This design comes from an exercise in tuning for small area on the open sky130 flow, not from production work. RTL that was checked went through simulation tests only; none was proved equivalent to the original. Power figures rest on the tool's default switching activity, not on a simulated workload.

// kbd_scan_react
module kbd_scan_react (
    input  wire        clk,
    input  wire        rst,
    input  wire        cmd_valid,
    input  wire [7:0]  cmd,
    output wire        cmd_ready,
    output wire [7:0]  row_n,
    input  wire [7:0]  col_n,
    input  wire [31:0] rnd_data,
    output wire        rnd_take,
    output wire [17:0] ev,
    output wire        led_valid,
    output wire [23:0] led_data,
    output wire        draw_valid,
    output wire [1:0]  draw_sprite,
    output wire [2:0]  fault
);
    localparam [3:0] S_IDLE = 4'd0,  S_INIT = 4'd1,  S_SCAN = 4'd2,  S_DB   = 4'd3,
                     S_EP   = 4'd4,  S_LKM  = 4'd5,  S_KS   = 4'd6,  S_LT   = 4'd7,
                     S_LU   = 4'd8,  S_L0   = 4'd9,  S_L1   = 4'd10, S_LF   = 4'd11,
                     S_LM   = 4'd12, S_DT   = 4'd13;
    reg [3:0]  st;
    reg        run;       
    reg        h;         
    reg        t;         
    reg [5:0]  p;         
    reg        q_hi;      
    reg [2:0]  q_lo;
    reg [1:0]  mode;
    reg        c_hi;      
    reg [2:0]  c_lo;
    reg        seeded;
    reg        scanned;   
    reg        fresh;     
    reg [1:0]  dmode;     
    reg        sd;        
    reg [7:0]  ph;        
    reg        lz;
    reg [1:0]  sprite;
    reg        dz;
    reg        dv;
    reg        ev_v, ev_k;
    reg [2:0]  ev_r, ev_c;
    reg [1:0]  flt;       
    reg [63:0]  r_b, r_c0, r_c1, r_c2, r_c3;
    reg [71:0]  lr;
    reg [31:0]  dr;
    reg [7:0]   lc;
    wire halted  = |flt;
    wire p_last  = (p == 6'd63);
    wire p_half  = (p[4:0] == 5'd31);
    wire q_last  = q_hi && (q_lo == 3'd5);
    wire accept  = cmd_valid && (st == S_IDLE) && p_last;
    wire       hb = r_b[0];
    wire [3:0] hc = {r_c3[0], r_c2[0], r_c1[0], r_c0[0]};
  ...
Size in the first run: ~0.013 mm^2 of cells after synthesis.
clock: 14.0 ns
lec_check: 0
cap_margin: 20
core_margin: 2
core_utilization: 60
place_density: 0.75
slew_margin: 20
standard.sh (not shown) runs the stock make flow with config.mk's settings and CLKGATE_MAP_FILE= SYNTH_SCRIPT=/design/flow/synth_recipe.tcl, a recipe that flattens the netlist after the stock synthesis.
==> flow/flow/run.sh <==
#!/bin/bash
# Layout flow: the standard synthesis, then an area-oriented re-mapping of
# its combinational logic with ABC (eight random seeds of &deepsyn, the
# smallest result kept; flip-flops untouched; the result is proven equivalent
# to the standard netlist with Yosys, and the standard netlist is used if
# anything fails), then the standard layout steps with these changes:
# port buffers use buf_1, and clock tree synthesis uses clkbuf_8 with sink
# clusters of at most 20 flip-flops and no dummy loads.
set -euo pipefail
HERE=$(pwd)
R=$HERE/orfs/results/$FLOW_PLATFORM/kbd_scan_react/base
LIB=$FLOW_HOME/platforms/$FLOW_PLATFORM/lib/sky130_fd_sc_hd__tt_025C_1v80.lib
YOSYS=$FLOW_HOME/../tools/install/yosys/bin/yosys
[ -x "$YOSYS" ] || YOSYS=yosys
export CTS_ARGS="-sink_clustering_enable -repair_clock_nets -dont_use_dummy_load -buf_list sky130_fd_sc_hd__clkbuf_8 -sink_clustering_size 20 -sink_clustering_max_diameter 70"
export BUFFER_PORTS_ARGS="-buffer_cell sky130_fd_sc_hd__buf_1"

bash standard.sh synth > standard_synth.log 2>&1
cp "$R/1_2_yosys.v" "$HERE/std_1_2_yosys.v"

DU=$(sed -n '/^export DONT_USE_CELLS/,/^#/p' "$FLOW_HOME/platforms/$FLOW_PLATFORM/config.mk" \
     | grep -o 'sky130_fd_sc_hd__[a-z0-9_]*' | sed 's/^/-dont_use /' | tr '\n' ' ')
best=""; best_area=""
for S in 0 1 2 3 4 5 6 7; do
  sed -e "s#@SEED@#$S#" flow/area.abc > "area$S.abc"
  sed -e "s#@LIB@#$LIB#g" -e "s#@IN@#$HERE/std_1_2_yosys.v#" -e "s#@OUT@#$HERE/resynth$S.v#" \
      -e "s#@ABC@#$HERE/area$S.abc#" -e "s#@TOP@#$FLOW_TOP#g" -e "s#@DONTUSE@#$DU#" \
      -e "s#@STAT@#$HERE/resynth_stat$S.txt#" flow/resynth.ys > "resynth$S.ys"
  "$YOSYS" -q -l "resynth$S.log" "resynth$S.ys" > /dev/null 2>&1 &
done
wait || true
for S in 0 1 2 3 4 5 6 7; do
  a=$(grep -o "Chip area for module .*: [0-9.]*" "resynth_stat$S.txt" 2>/dev/null | awk '{print $NF}' || true)
  [ -n "$a" ] || continue
  if [ -z "$best" ] || awk "BEGIN{exit !($a < $best_area)}"; then best=$S; best_area=$a; fi
done
echo "seed areas:" $(grep -ho "Chip area for module .*: [0-9.]*" resynth_stat*.txt | awk '{print $NF}') "kept seed $best" > resynth_choice.txt

ok=0
if [ -n "$best" ]; then
  cp "resynth$best.v" resynth.v
  sed -e "s#@LIB@#$LIB#g" -e "s#@GOLD@#$HERE/std_1_2_yosys.v#" -e "s#@GATE@#$HERE/resynth.v#" \
      -e "s#@TOP@#$FLOW_TOP#g" flow/equiv.ys > equiv.ys
  sed -e "s#@LIB@#$LIB#g" -e "s#@GATE@#$HERE/resynth.v#" -e "s#@TOP@#$FLOW_TOP#g" flow/check.ys > check.ys
  if "$YOSYS" -q -l check.log check.ys > /dev/null 2>&1 && \
     "$YOSYS" -q -l equiv.log equiv.ys > /dev/null 2>&1; then ok=1; fi
fi
if [ $ok = 1 ]; then
  cp "$HERE/resynth.v" "$R/1_2_yosys.v"
  rm -f "$R/1_synth.odb" "$R/1_synth.sdc"
  echo "using the re-mapped netlist" > netlist_choice.txt
else
  echo "re-mapping failed; using the standard netlist" > netlist_choice.txt
fi

bash standard.sh > standard.log 2>&1
Other scripts of this flow, unchanged in this note and not shown: flow/flow/area.abc, flow/flow/check.ys, flow/flow/equiv.ys, flow/flow/resynth.ys
The first run produced a clean layout.
Then changed:
--- a/flow/design.v
+++ b/flow/design.v
@@ -200,32 +200,33 @@
     task led_key;
         begin
             if (mode == 2'd1) begin
                 c_lo <= 3'd0;
                 st   <= S_LKM;
             end else if (mode == 2'd2) begin
                 c_lo <= cn_wrap ? 3'd0 : c_lo + 3'd1;
                 c_hi <= c_hi ^ cn_wrap;
+                ph   <= ph;           
                 st   <= S_KS;
             end else
                 st <= S_IDLE;
         end
     endtask
     always @(posedge clk) begin
         if (rst) begin
             st <= S_INIT;
             p <= 6'd0; q_hi <= 1'b0; q_lo <= 3'd0;
             mode <= 2'd0; c_hi <= 1'b0; c_lo <= 3'd0; lz <= 1'b1;
             seeded <= 1'b0; scanned <= 1'b0; fresh <= 1'b1; dmode <= 2'd0; sd <= 1'b0; ph <= 8'd0;
             sprite <= 2'd0; dz <= 1'b1; dv <= 1'b0;
             ev_v <= 1'b0; ev_k <= 1'b0; ev_r <= 3'd0; ev_c <= 3'd0; flt <= 2'd0;
         end else begin
             p  <= p + 6'd1;
-            if (st == S_LF && run) ph <= ph + stepv;
+            ph <= ph + stepv;
             q_lo <= (q_lo == 3'd5) ? 3'd0 : q_lo + 3'd1;
             if (q_lo == 3'd5) q_hi <= !q_hi;
             dv <= 1'b0;
             case (st)
             S_INIT: if (p_last) st <= S_IDLE;
             S_IDLE: if (accept && !halted) begin
                 run <= 1'b0;
                 h   <= 1'b0;
@@ -293,16 +294,17 @@
                     lz <= leq;
                     if (!leq) st <= S_IDLE;
                     else if (mode == 2'd1) begin
                         c_lo <= 3'd0; st <= S_L0;
                     end else begin
                         if (mode[1]) begin
                             c_lo <= cn_wrap ? 3'd0 : c_lo + 3'd1;
                             c_hi <= c_hi ^ cn_wrap;
+                            ph   <= ph;       
                         end
                         st <= S_LU;
                     end
                 end
             end
             S_L0: if (p[5]) begin
                 c_lo <= m5n;
                 if (p_last) begin
@@ -316,34 +318,30 @@
                 c_lo[1:0] <= m3n;
                 if (p == 6'd31) begin
                     c_hi <= jx[3]; c_lo <= jx[2:0];
                     h  <= 1'b1;
                     st <= (st == S_LKM) ? S_KS : S_LU;
                 end
             end
             S_KS: if (at_j) begin
-                if (mode == 2'd2 && !c_hi && c_lo == 3'd0) ph <= ph + 8'd12;
+                if (mode == 2'd2) ph <= ph + stepv + 8'd1;    
                 st <= S_IDLE;
             end
             S_LU, S_LF, S_LM: begin
                 if (q_last) begin
                     run <= 1'b1;
                     if (run) begin
                         run <= 1'b0; st <= S_IDLE;
                         if (st == S_LU) begin
                             if (rbow) begin
                                 fresh <= 1'b0; dmode <= 2'd0;
                                 if (fresh) begin ph <= 8'd0; sd <= seeded; end
-                                else ph <= ph + 8'd1;              
-                            end else if (mode == 2'd2) begin
-                                if (!c_hi && c_lo == 3'd0) ph <= ph + 8'd12;
-                            end else if (mode == 2'd3) begin
-                                if (c_lo == 3'd0) ph <= ph + 8'd6;
-                            end
+                                else ph <= ph + stepv + 8'd1;      
+                            end else if (mode[1]) ph <= ph + stepv + 8'd1;    
                         end
                         if (st == S_LM) ph <= 8'd255;
                     end
                 end
             end
             S_DT: begin
                 h <= dbit & h;
                 t <= deq;
Power drops by about 22%.
Global-route usage falls by 1.4 points.
Routed wire length fell by about 6.4%.
Worst setup slack gains 0.25 ns.
Flip-flop and latch count does not change.
No functional check of the RTL was part of the first run of this note.

---

Another version of the RTL of kbd_scan_react (not shown whole).
Size: ~1300 cells after synthesis, roughly 110 I/O pins, about 15000 µm² of cells after synthesis.
==> flow/config.mk <==
export PLATFORM = sky130hd
export DESIGN_NAME = kbd_scan_react
export DESIGN_NICKNAME = kbd_scan_react
export VERILOG_FILES = /design/flow/design.v
export SDC_FILE = /design/flow/constraint.sdc
export NUM_CORES = 8
export LEC_CHECK = 0
export CAP_MARGIN = 20
export CORE_MARGIN = 2
export CORE_UTILIZATION = 60
export PLACE_DENSITY = 0.75
export SLEW_MARGIN = 20
==> flow/constraint.sdc <==
create_clock -name core_clock -period 14.0 [get_ports {clk}]
set_input_delay 2.8000 -clock core_clock [delete_from_list [all_inputs] [get_ports {clk}]]
set_output_delay 2.8000 -clock core_clock [all_outputs]
set_load 0.01 [all_outputs]
==> flow/flow/run.sh <==
#!/bin/bash
# Layout flow: the standard synthesis, then an area-oriented re-mapping of
# its combinational logic (flip-flops untouched, equivalence proven with Yosys;
# the standard netlist is used if anything fails), then the standard layout
# steps with these changes: port buffers use buf_1, and clock tree synthesis
# uses clkbuf_8 with smaller sink clusters and no dummy loads.
set -euo pipefail
HERE=$(pwd)
R=$HERE/orfs/results/$FLOW_PLATFORM/kbd_scan_react/base
LIB=$FLOW_HOME/platforms/$FLOW_PLATFORM/lib/sky130_fd_sc_hd__tt_025C_1v80.lib
YOSYS=$FLOW_HOME/../tools/install/yosys/bin/yosys
[ -x "$YOSYS" ] || YOSYS=yosys
export CTS_ARGS="-sink_clustering_enable -repair_clock_nets -dont_use_dummy_load -buf_list sky130_fd_sc_hd__clkbuf_8 -sink_clustering_size 20 -sink_clustering_max_diameter 50"
export BUFFER_PORTS_ARGS="-buffer_cell sky130_fd_sc_hd__buf_1"

bash standard.sh synth > standard_synth.log 2>&1
cp "$R/1_2_yosys.v" "$HERE/std_1_2_yosys.v"

DU=$(sed -n '/^export DONT_USE_CELLS/,/^#/p' "$FLOW_HOME/platforms/$FLOW_PLATFORM/config.mk" \
     | grep -o 'sky130_fd_sc_hd__[a-z0-9_]*' | sed 's/^/-dont_use /' | tr '\n' ' ')
sed -e "s#@LIB@#$LIB#g" -e "s#@IN@#$HERE/std_1_2_yosys.v#" -e "s#@OUT@#$HERE/resynth.v#" \
    -e "s#@ABC@#$HERE/flow/area.abc#" -e "s#@TOP@#$FLOW_TOP#g" -e "s#@DONTUSE@#$DU#" \
    -e "s#@STAT@#$HERE/resynth_stat.txt#" flow/resynth.ys > resynth.ys
sed -e "s#@LIB@#$LIB#g" -e "s#@GOLD@#$HERE/std_1_2_yosys.v#" -e "s#@GATE@#$HERE/resynth.v#" \
    -e "s#@TOP@#$FLOW_TOP#g" flow/equiv.ys > equiv.ys
sed -e "s#@LIB@#$LIB#g" -e "s#@GATE@#$HERE/resynth.v#" -e "s#@TOP@#$FLOW_TOP#g" flow/check.ys > check.ys
if "$YOSYS" -q -l resynth.log resynth.ys > /dev/null 2>&1 && \
   "$YOSYS" -q -l check.log check.ys > /dev/null 2>&1 && \
   "$YOSYS" -q -l equiv.log equiv.ys > /dev/null 2>&1; then
  cp "$HERE/resynth.v" "$R/1_2_yosys.v"
  rm -f "$R/1_synth.odb" "$R/1_synth.sdc"
  echo "using the re-mapped netlist" > netlist_choice.txt
else
  echo "re-mapping failed; using the standard netlist" > netlist_choice.txt
fi

bash standard.sh > standard.log 2>&1
Other scripts of this flow, unchanged in this note and not shown: flow/flow/area.abc, flow/flow/check.ys, flow/flow/equiv.ys, flow/flow/resynth.ys
Edit:
--- a/flow/design.v
+++ b/flow/design.v
@@ -27,48 +27,48 @@
     reg        q_hi;      
     reg [2:0]  q_lo;
     reg [1:0]  mode;
     reg        c_hi;      
     reg [2:0]  c_lo;
     reg        seeded;
+    reg        scanned;   
     reg        fresh;     
     reg [1:0]  dmode;     
     reg        sd;        
     reg [7:0]  ph;        
     reg        lz;
     reg [1:0]  sprite;
     reg        dz;
     reg        dv;
     reg        ev_v, ev_k;
     reg [2:0]  ev_r, ev_c;
     reg [1:0]  flt;       
-    reg [63:0]  r_s, r_b, r_c0, r_c1, r_c2, r_c3;
+    reg [63:0]  r_b, r_c0, r_c1, r_c2, r_c3;
     reg [71:0]  lr;
     reg [31:0]  dr;
     reg [7:0]   lc;
     wire halted  = |flt;
     wire p_last  = (p == 6'd63);
     wire p_half  = (p[4:0] == 5'd31);
     wire q_last  = q_hi && (q_lo == 3'd5);
     wire accept  = cmd_valid && (st == S_IDLE) && p_last;
-    wire       hs = r_s[0];
     wire       hb = r_b[0];
     wire [3:0] hc = {r_c3[0], r_c2[0], r_c1[0], r_c0[0]};
     wire       evk = (hc == 4'd15);
     wire       sel_rot = (p[3] == h);
-    wire       smp = ~col_n[p[2:0]];
-    reg        ns, nb;
+    wire       hs = scanned & ~col_n[p[2:0]];    
+    wire       db_on = h && (p[3] == t);         
+    reg        nb;
     reg [3:0]  nc;
     reg        pop_now;
     always @* begin
-        ns = hs; nb = hb; nc = hc;
+        nb = hb; nc = hc;
         pop_now = 1'b0;
         case (st)
-        S_INIT: begin ns = 1'b0; nb = 1'b0; nc = 4'd0; end
-        S_SCAN: if (sel_rot) ns = smp;
-        S_DB:   if (h) begin
+        S_INIT: begin nb = 1'b0; nc = 4'd0; end
+        S_DB:   if (db_on) begin
                     if (hs == hb) nc = 4'd0;
                     else if (hc == 4'd14) begin nb = hs; nc = 4'd15; end
                     else nc = hc + 4'd1;
                 end
         S_EP:   if (sel_rot && evk && !ev_v) begin nc = 4'd0; pop_now = 1'b1; end
         default: ;
@@ -184,19 +184,18 @@
     assign ev          = {ev_v, ev_k, 5'd0, ev_r, 5'd0, ev_c};
     assign fault       = {flt, 1'b0};
     assign draw_valid  = dv;
     assign draw_sprite = sprite;
     assign led_valid   = (st == S_LF) && run;
     assign led_data    = {cg, cr, cb};
-    wire   row_on      = (st == S_SCAN) && sel_rot;
-    wire [2:0] row_idx = {h, p[5:4]};
+    wire   row_on      = (st == S_SCAN) ? sel_rot : (st == S_DB) && db_on;
+    wire [2:0] row_idx = {(st == S_SCAN) ? h : t, p[5:4]};
     assign row_n       = ~({7'd0, row_on} << row_idx);
     wire       cn_wrap = (c_lo == 3'd5);
     wire [1:0] sp_tog  = (sprite == 2'd1) ? 2'd2 : 2'd1;
     always @(posedge clk) begin
-        r_s  <= {ns,    r_s[63:1]};
         r_b  <= {nb,    r_b[63:1]};
         r_c0 <= {nc[0], r_c0[63:1]};
         r_c1 <= {nc[1], r_c1[63:1]};
         r_c2 <= {nc[2], r_c2[63:1]};
         r_c3 <= {nc[3], r_c3[63:1]};
         lr   <= {lin, lr[71:6]};
@@ -218,13 +217,13 @@
     endtask
     always @(posedge clk) begin
         if (rst) begin
             st <= S_INIT; run <= 1'b0; h <= 1'b0; t <= 1'b0;
             p <= 6'd0; q_hi <= 1'b0; q_lo <= 3'd0;
             mode <= 2'd0; c_hi <= 1'b0; c_lo <= 3'd0; lz <= 1'b1;
-            seeded <= 1'b0; fresh <= 1'b1; dmode <= 2'd0; sd <= 1'b0; ph <= 8'd0;
+            seeded <= 1'b0; scanned <= 1'b0; fresh <= 1'b1; dmode <= 2'd0; sd <= 1'b0; ph <= 8'd0;
             sprite <= 2'd0; dz <= 1'b1; dv <= 1'b0;
             ev_v <= 1'b0; ev_k <= 1'b0; ev_r <= 3'd0; ev_c <= 3'd0; flt <= 2'd0;
         end else begin
             p  <= p + 6'd1;
             q_lo <= (q_lo == 3'd5) ? 3'd0 : q_lo + 3'd1;
             if (q_lo == 3'd5) q_hi <= !q_hi;
@@ -233,13 +232,13 @@
             S_INIT: if (p_last) st <= S_IDLE;
             S_IDLE: if (accept && !halted) begin
                 run <= 1'b0;
                 h   <= 1'b0;
                 t   <= 1'b0;
                 case (cmd)
-                8'h10: st <= S_SCAN;
+                8'h10: begin scanned <= 1'b1; st <= S_SCAN; end
                 8'h20: st <= S_DB;
                 8'h21: begin ev_v <= 1'b0; st <= S_EP; end
                 8'h30: begin h <= 1'b1; t <= 1'b1; st <= S_LT; end
                 8'h31: led_key;
                 8'h32: st <= S_LF;
                 8'h34, 8'h35, 8'h36, 8'h37: begin
@@ -257,17 +256,20 @@
             end
             S_SCAN: if (p_last) begin
                 h <= 1'b1;
                 if (h) st <= S_IDLE;
             end
             S_DB: begin
-                if (evk) t <= 1'b1;
+                if (!h && evk) t <= 1'b1;
                 if (p_last) begin
                     h <= 1'b1;
-                    if (h) st <= S_IDLE;
-                    else if (t || evk) begin flt[1] <= 1'b1; st <= S_IDLE; end
+                    if (!h) begin
+                        if (t || evk) begin flt[1] <= 1'b1; st <= S_IDLE; end
+                        else t <= 1'b0;
+                    end else if (!t) t <= 1'b1;
+                    else st <= S_IDLE;
                 end
             end
             S_EP: begin
                 if (!ev_v) begin
                     if (p_last && h && !pop_now) begin
                         ev_k <= 1'b0; ev_r <= 3'd0; ev_c <= 3'd0;
The new run completed without violations.
Non-clock buffer count is unchanged.
Combinational power goes down by about 2%.
Wire length goes down by 6.0%.
Cell count goes down by about 5.4%.
Flip-flop and latch count goes down by 63.
Register-to-register slack is better by 1.0 ns.
Worst setup slack is better by 0.24 ns.
Die area goes down by 8.5%.
Hold slack is worse by 0.028 ns.

## separate check: timing with driven ports
In the flow no input, the clock included, has a driving cell. The finished layouts below were timed again as built, in two steps. Step 1, drivers: a clkbuf_16 drives clk and a buf_2 each remaining input, both assumed. Step 2 moves the port delays by t, midway between the first and last clock arrival at a register: inputs arrive t later, outputs are due t later. That takes back most of the time a late clock gives input paths. Slacks: no drivers / after step 1 / after step 2; pairs: no drivers / after step 1.
run	shift t [ns]	setup WS [ns]	pins driven straight from the clock port
the first run of note 1	0.607	5.429 / 5.387 / 5.993	1
the second run of note 1	0.595	5.679 / 5.641 / 6.235	1
the first run of note 2	0.558	3.263 / 3.221 / 3.779	1
the second run of note 2	0.561	3.503 / 3.461 / 4.023	1
After both steps every run listed still meets setup and hold.
